From an optimization exercise on the open Yosys and OpenROAD flow, aimed at small area, a short achievable clock period and few clock cycles; shortcuts taken in it are not production practice. RTL that was checked went through simulation tests only; none was proved equivalent to the original. Power figures rest on the tool's default switching activity, not on a simulated workload.

// t43dr_codec
module t43dr_codec (
    input  wire        clk,
    input  wire        rst,
    input  wire        tx_start_valid,
    output wire        tx_start_ready,
    input  wire [7:0]  tx_cmd,
    input  wire [15:0] tx_len,
    input  wire        tx_data_valid,
    output wire        tx_data_ready,
    input  wire [7:0]  tx_data,
    output wire        txw_valid,
    input  wire        txw_ready,
    output wire [7:0]  txw_data,
    output wire        tx_size_err,
    input  wire        rx_clear,
    input  wire        rx_valid,
    output wire        rx_ready,
    input  wire [7:0]  rx_data,
    output wire        rxo_valid,
    input  wire        rxo_ready,
    output wire        rxo_last,
    output wire [7:0]  rxo_data,
    output wire [2:0]  rxo_status,
    output wire [7:0]  rxo_cmd,
    output wire [15:0] rxo_len
);
export LEC_CHECK = 0
export CAP_MARGIN = 20
export CORE_MARGIN = 2
export CORE_UTILIZATION = 30
export PLACE_DENSITY = 0.45
export SETUP_SLACK_MARGIN = 2.0
export SLEW_MARGIN = 20
create_clock -name core_clock -period 4.0 [get_ports {clk}]
standard.sh (not shown) runs the stock make flow with config.mk's settings and CLKGATE_MAP_FILE= SYNTH_SCRIPT=/design/flow/synth_recipe.tcl, a recipe that flattens the netlist after the stock synthesis.
==> flow/flow/run.sh <==
#!/bin/bash
# Standard ORFS layout, with three changes: the port buffers are a small, fast
# buffer instead of the default delay buffer; clock tree synthesis adds no
# dummy loads; and each ready output is placed beside the input it follows.
set -euo pipefail
PORTBUF=sky130_fd_sc_hd__buf_1
CTS="-sink_clustering_enable -repair_clock_nets -buf_list sky130_fd_sc_hd__clkbuf_8 -dont_use_dummy_load"
bash standard.sh "BUFFER_PORTS_ARGS=-buffer_cell $PORTBUF" "CTS_ARGS=$CTS" "IO_CONSTRAINTS=$(pwd)/flow/io.tcl" finish > standard.log 2>&1
==> flow/flow/io.tcl <==
# Keep each ready output next to the input it follows, so that the path
# between them stays short.
set_io_pin_constraint -group -order -pin_names {rxo_ready rx_ready}
set_io_pin_constraint -group -order -pin_names {tx_start_ready txw_ready tx_data_ready}
The first run completed without violations.
Testbench counts at the start, summed over its fixed seeds: cycles 75,669.
Next try:
==> flow/flow/run.sh (replaced) <==
#!/bin/bash
# Standard ORFS layout, with the port buffers made of a small, fast buffer
# instead of the default delay buffer.
set -euo pipefail
PORTBUF=${PORTBUF:-sky130_fd_sc_hd__buf_1}
bash standard.sh "BUFFER_PORTS_ARGS=-buffer_cell $PORTBUF" finish > standard.log 2>&1
--- a/flow/config.mk
+++ b/flow/config.mk
@@ -10,2 +10,4 @@
-export CORE_UTILIZATION = 30
-export PLACE_DENSITY = 0.45
+export CORE_UTILIZATION = 40
+export CTS_BUF_LIST = sky130_fd_sc_hd__clkbuf_8
+export CTS_CLUSTER_DIAMETER = 100
+export CTS_CLUSTER_SIZE = 40
removed: flow/flow/io.tcl
=> Hold slack hardly moves. Non-clock buffer count grows by 5. Synthesized cell count is unchanged. First-iteration DRC count came out lower by roughly a tenth.
Next try:
==> flow/flow/run.sh (replaced) <==
#!/bin/bash
# Standard ORFS layout, with two changes: the port buffers are a small, fast
# buffer instead of the default delay buffer, and clock tree synthesis adds
# no dummy loads.
set -euo pipefail
PORTBUF=sky130_fd_sc_hd__buf_1
CTS="-sink_clustering_enable -repair_clock_nets -buf_list sky130_fd_sc_hd__clkbuf_8 -dont_use_dummy_load"
bash standard.sh "BUFFER_PORTS_ARGS=-buffer_cell $PORTBUF" "CTS_ARGS=$CTS" finish > standard.log 2>&1
--- a/flow/config.mk
+++ b/flow/config.mk
@@ -11,3 +10,0 @@
-export CTS_BUF_LIST = sky130_fd_sc_hd__clkbuf_8
-export CTS_CLUSTER_DIAMETER = 100
-export CTS_CLUSTER_SIZE = 40
What happened: Flip-flop and latch count does not change; sequential power hardly moves; first-iteration DRC count is lower by 4.5%; register-to-register slack degrades by 0.08 ns; sequential share of layout area grows by 0.81 points; core utilization fell by 0.89 points; final area came out lower by 1.8%.
Next try:
==> flow/flow/run.sh (replaced) <==
#!/bin/bash
# Standard ORFS layout, with three changes: the port buffers are a small, fast
# buffer instead of the default delay buffer; clock tree synthesis adds no
# dummy loads; and each ready output is placed beside the input it follows.
set -euo pipefail
PORTBUF=sky130_fd_sc_hd__buf_1
CTS="-sink_clustering_enable -repair_clock_nets -buf_list sky130_fd_sc_hd__clkbuf_8 -dont_use_dummy_load"
bash standard.sh "BUFFER_PORTS_ARGS=-buffer_cell $PORTBUF" "CTS_ARGS=$CTS" "IO_CONSTRAINTS=$(pwd)/flow/io.tcl" finish > standard.log 2>&1
==> flow/flow/io.tcl (new file) <==
# Keep each ready output next to the input it follows, so that the path
# between them stays short.
set_io_pin_constraint -group -order -pin_names {rxo_ready rx_ready}
set_io_pin_constraint -group -order -pin_names {tx_start_ready txw_ready tx_data_ready}
--- a/flow/config.mk
+++ b/flow/config.mk
@@ -10 +10 @@
-export CORE_UTILIZATION = 40
+export CORE_UTILIZATION = 20
Design area rose by 4.8%.
Non-clock buffer count climbs by 2.
Combinational power is higher by about 5%.
Worst setup slack is about the same.
Maximum frequency is about the same.
Routed wire length increases by 10%.
Next try:
==> flow/flow/run.sh (replaced) <==
#!/bin/bash
# Standard ORFS layout, with the port buffers made of a small, fast buffer
# instead of the default delay buffer.
set -euo pipefail
PORTBUF=${PORTBUF:-sky130_fd_sc_hd__buf_1}
bash standard.sh "BUFFER_PORTS_ARGS=-buffer_cell $PORTBUF" finish > standard.log 2>&1
--- a/flow/config.mk
+++ b/flow/config.mk
@@ -10 +10,2 @@
-export CORE_UTILIZATION = 20
+export CORE_UTILIZATION = 40
+export CTS_BUF_LIST = sky130_fd_sc_hd__clkbuf_8
removed: flow/flow/io.tcl
Final cell count shrinks by 19%; worst hold slack gets worse by 0.0034 ns; non-clock buffer count is higher by 3; final area falls by 2.8%; area after synthesis stays the same.

---

Starting RTL as in the previous note.
Settings: LEC_CHECK=0, CAP_MARGIN=10, CORE_MARGIN=2, CORE_UTILIZATION=30, SETUP_SLACK_MARGIN=2.0, SLEW_MARGIN=10; clock period 4.0 ns.
==> flow/flow/run.sh <==
#!/bin/bash
# Standard ORFS layout, with three changes: the port buffers are a small, fast
# buffer instead of the default delay buffer; clock tree synthesis adds no
# dummy loads; and each ready output is placed beside the input it follows.
set -euo pipefail
PORTBUF=sky130_fd_sc_hd__buf_1
CTS="-sink_clustering_enable -repair_clock_nets -buf_list sky130_fd_sc_hd__clkbuf_8 -dont_use_dummy_load"
bash standard.sh "BUFFER_PORTS_ARGS=-buffer_cell $PORTBUF" "CTS_ARGS=$CTS" "IO_CONSTRAINTS=$(pwd)/flow/io.tcl" finish > standard.log 2>&1
==> flow/flow/io.tcl <==
# Keep each ready output next to the input it follows, so that the path
# between them stays short.
set_io_pin_constraint -group -order -pin_names {rxo_ready rx_ready}
set_io_pin_constraint -group -order -pin_names {tx_start_ready txw_ready tx_data_ready}
The baseline ran to the end with no violations.
Testbench counts at the start, summed over its fixed seeds: cycles 75,669.
==> next run, changes <==
- CAP_MARGIN: 10 -> 20
- CORE_UTILIZATION: 30 -> 40
- SLEW_MARGIN: 10 -> 20
Design area went down by about 1.7%.
Register-to-register slack got worse by 0.02 ns.
Synthesized cell count stays the same.
Die area went down by about 24%.
Maximum frequency barely changes.
Wire length went up by about 3%.
Clock power went up by about 1%.
Via count barely changes.
Combinational power stays flat.
Setup slack stays flat.
First-iteration DRC count stays the same.
==> next run, changes <==
- CORE_UTILIZATION: 40 -> 30
The new run completed without violations.
Wire length decreases by about 3%.
Utilization decreases by 11 points.
Final area increases by about 1.7%.
Die area increases by about 32%.
Power decreases by about 0.43%.
Fmax stays flat.
Worst hold slack degrades by 0.029 ns.
Combinational power hardly moves.
Clock skew hardly moves.
Global-route usage decreases by 4.9 points.
Count of clock-buffer cells in the layout stays the same.
==> next run, changes <==
- CORE_UTILIZATION: 30 -> 55
Result: Global-route usage increases by 10 points; worst hold slack degrades by 0.0084 ns; final area decreases slightly; setup slack improves by 0.0098 ns.
==> next run, changes <==
- CORE_UTILIZATION: 55 -> 35
After rerunning:
- cell count climbs by roughly a tenth
- critical path depth stays the same
- worst setup slack gets worse by 0.0073 ns
- cell area is higher slightly
- clock skew hardly moves
- power shrinks slightly
- synthesized cell count stays the same
==> next run, changes <==
==> flow/flow/run.sh (replaced) <==
#!/bin/bash
# Standard ORFS layout, with two changes: the port buffers are a small, fast
# buffer instead of the default delay buffer, and clock tree synthesis adds
# no dummy loads.
set -euo pipefail
PORTBUF=sky130_fd_sc_hd__buf_1
CTS="-sink_clustering_enable -repair_clock_nets -buf_list sky130_fd_sc_hd__clkbuf_8 -dont_use_dummy_load"
bash standard.sh "BUFFER_PORTS_ARGS=-buffer_cell $PORTBUF" "CTS_ARGS=$CTS" finish > standard.log 2>&1
- CORE_UTILIZATION: 35 -> 40
- SETUP_SLACK_MARGIN: 2.0 -> 1.9
removed: flow/flow/io.tcl
Effect:
- worst hold slack is worse by 0.013 ns
- worst setup slack is worse by 0.065 ns
- utilization increases by 5.1 points
- total power hardly moves
- die area decreases by roughly a tenth
- via count decreases slightly
- global-route usage increases by 2.0 points
- cell area decreases by a few percent

---

Another version of the RTL of t43dr_codec (not shown whole).
For scale: about 470 cells after synthesis, roughly 90 flip-flops, ~98 I/O pins, about 4800 um2 of cells after synthesis.
export LEC_CHECK = 0
export CAP_MARGIN = 20
export CORE_MARGIN = 2
export CORE_UTILIZATION = 40
export SETUP_SLACK_MARGIN = 2.0
export SLEW_MARGIN = 20
create_clock -name core_clock -period 4.0 [get_ports {clk}]
==> flow/flow/run.sh <==
#!/bin/bash
# Standard ORFS layout, with the port buffers made of a small, fast buffer
# instead of the default delay buffer.
set -euo pipefail
PORTBUF=${PORTBUF:-sky130_fd_sc_hd__buf_2}
bash standard.sh "BUFFER_PORTS_ARGS=-buffer_cell $PORTBUF" finish > standard.log 2>&1
The first run finished clean.
Then changed:
Settings changed: SETUP_SLACK_MARGIN 2.0 to not set.
The changed run produced a clean layout.
Sequential share of layout area came out higher by 2.5 points.
Design area is lower by about 6%.
Power fell by 2.1%.
Via count shrinks by 2.5%.
Final cell count went down by about 3%.
Routed wire length is lower by about 4%.
Register-to-register slack degrades by 840 ps.
Global-route usage drops by 0.50 points.
Non-clock buffer count decreases by 21.
Clock power shrinks by about 4%.
Function was not checked in any run of this note: the RTL went through the layout flow alone.

---

== build 1 ==
t43dr_codec, a different RTL version from the one above (not shown whole).
Size in the first run: ~440 cells after synthesis, ~84 flip-flops, roughly 98 I/O pins, ~4700 µm² of cells after synthesis.
clock: 4.0 ns
lec_check: 0
abc_clock_period_in_ps: 1800
cap_margin: 20
core_margin: 2
core_utilization: 40
setup_slack_margin: 2.0
slew_margin: 20
Scripts as last shown in full above: flow/flow/run.sh
Build 1 did not stop at any stage, and its layout met the timing, design-rule and antenna checks.
The following lists how trial 28 was set up differently from build 1:
-- flow/config.mk --
<<< build 1, line 6
export NUM_CORES = 4
export LEC_CHECK = 0
export ABC_CLOCK_PERIOD_IN_PS = 1800
export CAP_MARGIN = 20
export CORE_MARGIN = 2
>>> trial 28, line 6
export NUM_CORES = 4
export LEC_CHECK = 0
export CAP_MARGIN = 20
export CORE_MARGIN = 2
- Re pin count of the biggest net entering global routing: no difference whatsoever between build 1 and trial 28.
- There was hardly any difference in synthesized instance count between trial 28 and build 1.
- Flip-flop and latch count came out exactly the same in trial 28 and build 1.
- Comparing trial 28 against build 1, there is no change at all in number of ordinary inverters in the final layout.
- Delta (trial 28 minus build 1): max-capacitance violation count was more or less identical; count of antenna diodes in the layout was more or less identical; share of total power in combinational logic was more or less identical; count of different cell masters after synthesis was more or less identical.
- Compared build 1 against trial 28; count of final hold-check violations within noise.
- Worst setup slack: build 1 vs trial 28 identical
No functional check of the RTL was part of any run of this note.

---

## job 2921
The RTL this note starts from:
==> flow/design.v <==
module t43dr_encoder (
    input  wire        clk,
    input  wire        rst,
    input  wire        start_valid,
    output wire        start_ready,
    input  wire [7:0]  cmd,
    input  wire [15:0] len,
    input  wire        data_valid,
    output wire        data_ready,
    input  wire [7:0]  data,
    output wire        wire_valid,
    input  wire        wire_ready,
    output wire [7:0]  wire_data,
    output reg         size_err
);
    localparam [7:0] START = 8'h02;
    localparam [7:0] END   = 8'h03;
    localparam [7:0] ESC   = 8'h1B;
    reg s_idle, s_rej, s_cmd, s_lenh, s_lenl, s_data, s_chk, s_end;
    reg [9:0] cnt;        
    reg [7:0] sum;
    reg       wv;         
    reg       ef;         
    reg [7:0] wd;
    function is_marker(input [7:0] b);
        is_marker = (b == START) || (b == END) || (b == ESC);
    endfunction
    assign wire_valid = wv;
    assign wire_data  = ef ? ESC : wd;
    wire can_load = wire_ready && !ef;
    reg hdr_rdy;
    reg dat_rdy;
    assign start_ready = wire_ready && hdr_rdy;
    assign data_ready  = wire_ready && dat_rdy;
    wire too_long = (|len[15:10]) || (len[9] && (|len[8:0]));
    reg  hdr_seen;
    reg  hdr_long;
    wire go    = s_idle && hdr_seen && !hdr_long;    
    wire d_in  = s_data && data_valid;
    wire load  = can_load && (go || s_cmd || s_lenh || s_lenl || d_in || s_chk || s_end);
    wire [7:0] val = ({8{s_idle}} & START)
                   | ({8{s_cmd}}  & cmd)
                   | ({8{s_lenh}} & {6'd0, cnt[9:8]})
                   | ({8{s_lenl}} & cnt[7:0])
                   | ({8{s_data}} & data)
                   | ({8{s_chk}}  & sum)
                   | ({8{s_end}}  & END);
    wire mk = (s_cmd  && is_marker(cmd))
           || (s_lenh && (cnt[9:8] == 2'd2))
           || (s_lenl && is_marker(cnt[7:0]))
           || (s_data && is_marker(data))
           || (s_chk  && is_marker(sum));
    wire cnt_zero = (cnt == 10'd0);
    wire cnt_one  = (cnt == 10'd1);
    wire n_idle = (s_idle && !go && !(hdr_seen && hdr_long)) || (s_idle && go && !can_load)
               || (s_rej && wire_ready) || (s_end && can_load);
    wire n_rej  = (s_idle && hdr_seen && hdr_long) || (s_rej && !wire_ready);
    wire n_cmd  = (go && can_load) || (s_cmd && !can_load);
    wire n_lenh = (s_cmd && can_load) || (s_lenh && !can_load);
    wire n_lenl = (s_lenh && can_load) || (s_lenl && !can_load);
    wire n_data = (s_lenl && can_load && !cnt_zero) || (s_data && !(d_in && can_load && cnt_one));
    wire n_chk  = (s_lenl && can_load && cnt_zero) || (d_in && can_load && cnt_one) || (s_chk && !can_load);
    wire n_end  = (s_chk && can_load) || (s_end && !can_load);
    wire n_ef = load ? mk : (ef && !wire_ready);
    always @(posedge clk) begin
        if (can_load)
            wd <= val;
        if (load && s_cmd)
            sum <= cmd;
        else if (load && (s_lenh || s_lenl || s_data))
            sum <= sum ^ val;
        if (load && s_cmd)
            cnt <= len[9:0];
        else if (load && s_data)
            cnt <= cnt - 10'd1;
        hdr_long <= too_long;
    end
    always @(posedge clk) begin
        if (rst) begin
            s_idle   <= 1'b1;
            s_rej    <= 1'b0;
            s_cmd    <= 1'b0;
            s_lenh   <= 1'b0;
            s_lenl   <= 1'b0;
            s_data   <= 1'b0;
            s_chk    <= 1'b0;
            s_end    <= 1'b0;
            wv       <= 1'b0;
            ef       <= 1'b0;
            size_err <= 1'b0;
            hdr_rdy  <= 1'b0;
            dat_rdy  <= 1'b0;
            hdr_seen <= 1'b0;
        end else begin
            s_idle   <= n_idle;
            s_rej    <= n_rej;
            s_cmd    <= n_cmd;
            s_lenh   <= n_lenh;
            s_lenl   <= n_lenl;
            s_data   <= n_data;
            s_chk    <= n_chk;
            s_end    <= n_end;
            size_err <= s_rej && wire_ready;
            ef       <= n_ef;
            if (load)
                wv <= 1'b1;
            else if (wire_ready && !ef)
                wv <= 1'b0;
            hdr_rdy  <= n_cmd || n_rej;
            dat_rdy  <= n_data && !n_ef;
            hdr_seen <= start_valid && !start_ready;
        end
    end
endmodule
module t43dr_decoder (
    input  wire        clk,
    input  wire        rst,
    input  wire        clear,
    input  wire        in_valid,
    output wire        in_ready,
    input  wire [7:0]  in_data,
    output reg         out_valid,
    input  wire        out_ready,
    output reg         out_last,
    output wire [7:0]  out_data,
    output wire [2:0]  out_status,
    output wire [7:0]  out_cmd,
    output wire [15:0] out_len
);
    reg st_cmd;     
    reg st_lh;      
    reg st_ll;      
    reg st_dat;     
    reg st_chk;     
    reg st_we;      
    reg esc;
    reg [7:0] cmd_r;
    reg [9:0] P;
    reg [9:0] Q;
    reg       h_big;    
    reg [7:0] sum;
    reg [7:0] ev_r;
    assign out_cmd    = cmd_r;
    assign out_len    = {Q[5:0], P};
    assign out_data   = ev_r;
    assign out_status = ev_r[2:0];
    assign in_ready = out_ready;
    wire fire = in_valid && out_ready;
    wire c_cmd = st_cmd && !clear;
    wire c_lh  = st_lh  && !clear;
    wire c_ll  = st_ll  && !clear;
    wire c_dat = st_dat && !clear;
    wire c_chk = st_chk && !clear;
    wire c_we  = st_we  && !clear;
    wire c_esc = esc    && !clear;
    wire c_in  = c_cmd || c_lh || c_ll || c_dat || c_chk || c_we;    
    wire is_se   = (in_data[7:1] == 7'b0000001);    
    wire is_esc  = (in_data == 8'h1B);
    wire literal = c_esc || !(is_se || is_esc);
    wire e_esc   = !c_esc && is_esc;                 
    wire e_start = !c_esc && is_se && !in_data[0];
    wire e_end   = !c_esc && is_se &&  in_data[0];
    wire len_big  = h_big || (P[9] && (|in_data));
    wire len_zero = !h_big && (P[9:8] == 2'd0) && (in_data == 8'd0);
    wire cnt_last = (Q == 10'd1);
    wire n_cmd = e_start || (c_cmd && e_esc);
    wire n_lh  = (c_cmd && literal) || (c_lh && e_esc);
    wire n_ll  = (c_lh  && literal) || (c_ll && e_esc);
    wire n_dat = (c_ll  && literal && !len_big && !len_zero)
              || (c_dat && literal && !cnt_last) || (c_dat && e_esc);
    wire n_chk = (c_ll  && literal && len_zero)
              || (c_dat && literal && cnt_last) || (c_chk && e_esc);
    wire n_we  = (c_chk && literal) || (c_we && e_esc);
    wire ev_size = c_ll && literal && len_big;
    wire ev_dat  = c_dat && literal;
    wire ev_end  = e_end && c_we;
    wire ev      = ev_size || ev_dat || (c_we && literal) || (e_end && c_in);
    wire [2:0] ev_status = ev_size ? 3'd3 :
                           ev_end  ? {1'b0, (sum != 8'h00), 1'b0} : 3'd4;
    always @(posedge clk) begin
        if (st_cmd)
            cmd_r <= in_data;
        if (st_lh) begin
            P[9:8] <= in_data[1:0];
            Q      <= {4'd0, in_data[7:2]};
            h_big  <= (|in_data[7:2]) || (&in_data[1:0]);
        end
        if (st_ll) begin
            P[7:0] <= in_data;
            if (!len_big)
                Q <= {P[9:8], in_data};
        end
        if (st_dat && fire && literal && !clear)
            Q <= Q - 10'd1;
        if (fire && literal)
            sum <= c_cmd ? in_data : (sum ^ in_data);
        if (out_ready) begin
            out_last <= !ev_dat;
            ev_r     <= {in_data[7:3], ev_dat ? in_data[2:0] : ev_status};
        end
    end
    always @(posedge clk) begin
        if (rst) begin
            st_cmd    <= 1'b0;
            st_lh     <= 1'b0;
            st_ll     <= 1'b0;
            st_dat    <= 1'b0;
            st_chk    <= 1'b0;
            st_we     <= 1'b0;
            esc       <= 1'b0;
            out_valid <= 1'b0;
        end else begin
            if (out_ready)
                out_valid <= in_valid && ev;
            if (fire) begin
                st_cmd <= n_cmd;
                st_lh  <= n_lh;
                st_ll  <= n_ll;
                st_dat <= n_dat;
                st_chk <= n_chk;
                st_we  <= n_we;
                esc    <= e_esc;
            end else if (clear) begin
                st_cmd <= 1'b0;
                st_lh  <= 1'b0;
                st_ll  <= 1'b0;
                st_dat <= 1'b0;
                st_chk <= 1'b0;
                st_we  <= 1'b0;
                esc    <= 1'b0;
            end
        end
    end
endmodule
module t43dr_codec (
    input  wire        clk,
    input  wire        rst,
    input  wire        tx_start_valid,
    output wire        tx_start_ready,
    input  wire [7:0]  tx_cmd,
    input  wire [15:0] tx_len,
    input  wire        tx_data_valid,
    output wire        tx_data_ready,
    input  wire [7:0]  tx_data,
    output wire        txw_valid,
    input  wire        txw_ready,
    output wire [7:0]  txw_data,
    output wire        tx_size_err,
    input  wire        rx_clear,
    input  wire        rx_valid,
    output wire        rx_ready,
    input  wire [7:0]  rx_data,
    output wire        rxo_valid,
    input  wire        rxo_ready,
    output wire        rxo_last,
    output wire [7:0]  rxo_data,
    output wire [2:0]  rxo_status,
    output wire [7:0]  rxo_cmd,
    output wire [15:0] rxo_len
);
    t43dr_encoder u_enc (
        .clk         (clk),
        .rst         (rst),
        .start_valid (tx_start_valid),
        .start_ready (tx_start_ready),
        .cmd         (tx_cmd),
        .len         (tx_len),
        .data_valid  (tx_data_valid),
        .data_ready  (tx_data_ready),
        .data        (tx_data),
        .wire_valid  (txw_valid),
        .wire_ready  (txw_ready),
        .wire_data   (txw_data),
        .size_err    (tx_size_err)
    );
    t43dr_decoder u_dec (
        .clk        (clk),
        .rst        (rst),
        .clear      (rx_clear),
        .in_valid   (rx_valid),
        .in_ready   (rx_ready),
        .in_data    (rx_data),
        .out_valid  (rxo_valid),
        .out_ready  (rxo_ready),
        .out_last   (rxo_last),
        .out_data   (rxo_data),
        .out_status (rxo_status),
        .out_cmd    (rxo_cmd),
        .out_len    (rxo_len)
    );
endmodule
==> flow/config.mk <==
export PLATFORM = sky130hd
export DESIGN_NAME = t43dr_codec
export DESIGN_NICKNAME = t43dr_codec
export VERILOG_FILES = /design/flow/design.v
export SDC_FILE = /design/flow/constraint.sdc
export NUM_CORES = 4
export LEC_CHECK = 0
export CAP_MARGIN = 20
export CORE_MARGIN = 2
export CORE_UTILIZATION = 40
export CTS_BUF_LIST = sky130_fd_sc_hd__clkbuf_8
export SETUP_SLACK_MARGIN = 2.1
export SLEW_MARGIN = 20
==> flow/constraint.sdc <==
create_clock -name core_clock -period 4.0 [get_ports {clk}]
set_input_delay 0.8000 -clock core_clock [delete_from_list [all_inputs] [get_ports {clk}]]
set_output_delay 0.8000 -clock core_clock [all_outputs]
set_load 0.01 [all_outputs]
==> flow/flow/run.sh <==
#!/bin/bash
# Standard ORFS layout, with the port buffers made of a small, fast buffer
# instead of the default delay buffer.
set -euo pipefail
PORTBUF=${PORTBUF:-sky130_fd_sc_hd__buf_1}
bash standard.sh "BUFFER_PORTS_ARGS=-buffer_cell $PORTBUF" finish > standard.log 2>&1
Job 2921 finished every stage and its layout cleared the timing, design-rule and antenna checks.
Testbench counts of job 2921, summed over its fixed seeds: cycles 75,669.
What job 7920 does differently from job 2921 at the input level:
Settings: changing SETUP_SLACK_MARGIN from 2.1 to 2.0; changing CORE_UTILIZATION from 40 to 60.
### Flow results
Having completed the whole flow, job 7920 delivered a layout that passed the timing, design-rule and antenna checks. Routed wire length improves in job 7920 relative to job 2921. Diff job 2921 -> job 7920: internal power summed over all cells higher; global routing usage on met2 saw an increase; count of sequential standard cells ~0 delta; share of the clock period used by the worst path up 1.2 points. From job 2921 to job 7920 the numbers moved as follows: per-cell routed wire length now smaller, met3 layer usage reported by global route now smaller, power density of the placed cells now larger.
The inputs of job 5601 differ from those of job 7920 as listed below.
Settings: CORE_UTILIZATION changed from 60 to 40.
Comparing clock network fraction of design power for job 5601 and job 7920, the smaller number came from job 5601. Layout-stage area growth over the synthesis result is higher on job 5601. Diff job 7920 -> job 5601: global-route usage now smaller, detailed route wirelength on metal3 shows an increase of 22%, detailed-route vias per instance has decreased, cell area went up, detailed placer's ending HPWL moved up. Between job 7920 and job 5601, the flow reports detailed-route wire length increasing by a few percent. Die: job 5601 bigger than job 7920. In the reports for job 5601 and job 7920, the larger total power draw belongs to job 7920.
Input changes introduced in job 643 (baseline for comparison: job 5601):
==> flow/flow/run.sh <==
#!/bin/bash
# Standard ORFS layout, with the port buffers made of a small, fast buffer
# instead of the default delay buffer.
set -euo pipefail
PORTBUF=${PORTBUF:-sky130_fd_sc_hd__buf_2}
bash standard.sh "BUFFER_PORTS_ARGS=-buffer_cell $PORTBUF" finish > standard.log 2>&1
Findings:
- Compared job 643 against job 5601; via count within noise.
- Setup slack | job 643 below job 5601
- Final cell count in job 643 vs job 5601: down 4
- Comparing post-route minimum period for job 643 and job 5601, the smaller number came from job 5601.
- Per the comparison of job 643 with job 5601, instance count after placement with tap cells included about even; cell depth of the worst setup path fell 1.
- Changes observed in job 643 relative to job 5601: worst-case reg-to-reg path depth went up by 3; ratio of final minimum period to clock period went up by 0.49 points; fraction of area in registers went down by 0.39 points.
- | fraction of area in multi-input gates | job 643 vs job 5601 | 0.37 points lower |
- Number of global-route vias before repair: higher on job 643
Setup changes, job 643 to job 1448
Settings: SETUP_SLACK_MARGIN changed from 2.0 to 2.2; CTS_BUF_LIST removed (was sky130_fd_sc_hd__clkbuf_8).
==> comparison <==
Job 1448: full flow OK, the timing, design-rule and antenna checks passed. Job 643: all stages complete, timing, DRC and antenna checks passed. | worst slack on hold paths | job 643 vs job 1448 | ≈ equal |. Density: job 1448 denser than job 643. Diff job 1448 and job 643: power density normalized to cell area higher in job 1448. From job 643 to job 1448 the numbers moved as follows: total power up 16%; clock sink total about even; remaining max-slew budget at the tightest pin now smaller; cell-internal power saw an increase. Fraction of area in multi-input gates in job 1448 is 0.39 points below job 643. Relative to job 643, routed wire length has increased by 7.7% in job 1448. Re post-route worst setup slack: job 1448 and job 643 aren't equal, and the lower value belongs to job 643.

-- what the ideal ports hide --
The results above use ideal ports. As a check the final layouts listed here were re-extracted and re-timed, cells and wires unchanged.
Step 1 sets driving cells, clkbuf_16 on the clock port and buf_2 on the other inputs (assumed; they add their load-dependent delay and slew).
Step 2 times the ports against the registers' clock, not the clock port: input delays grow and output delays shrink by t, the midpoint of the rising clock arrivals with the driver on.
Three values: ideal, step 1, step 2; two values: the first two.
run	t (ns)	slack for setup (ns)	worst setup path after step 2	pins driven straight from the clock port
the first run of note 1	0.398	2.034 / 1.998 / 1.657	input to register	1
the second run of note 1	0.422	1.995 / 1.961 / 1.619	input to register	1
the third run of note 1	0.409	2.015 / 1.989 / 1.620	input to register	1
the fourth run of note 1	0.390	2.015 / 1.979 / 1.660	input to register	1
the fifth run of note 1	0.422	1.995 / 1.961 / 1.619	input to register	1
the first run of note 2	0.402	2.015 / 1.990 / 1.672	input to register	1
the second run of note 2	0.404	2.015 / 1.996 / 1.622	input to register	1
the third run of note 2	0.402	2.015 / 1.990 / 1.672	input to register	1
the fourth run of note 2	0.378	2.025 / 1.988 / 1.660	input to register	1
the fifth run of note 2	0.402	2.018 / 1.993 / 1.654	input to register	1
the sixth run of note 2	0.397	1.953 / 1.950 / 1.565	input to register	1
the first run of note 3	0.380	2.022 / 1.986 / 1.658	input to register	1
the second run of note 3	0.378	1.248 / 1.248 / 1.248	register to register	1
build 1	0.365	1.790 / 1.797 / 1.431	input to register	1
trial 28	0.365	1.790 / 1.797 / 1.431	input to register	1
job 2921	0.411	2.059 / 2.022 / 1.644	input to register	1
job 7920	0.391	2.012 / 1.990 / 1.686	input to register	1
job 5601	0.405	2.038 / 2.007 / 1.641	input to register	1
job 643	0.412	2.018 / 1.984 / 1.623	input to register	1
job 1448	0.383	2.059 / 2.022 / 1.685	input to register	1
After both steps setup and hold are still met in every run listed. The setup slack of job 2921, which loses most, moves by -0.037 ns with the drivers and by -0.415 ns with both steps.
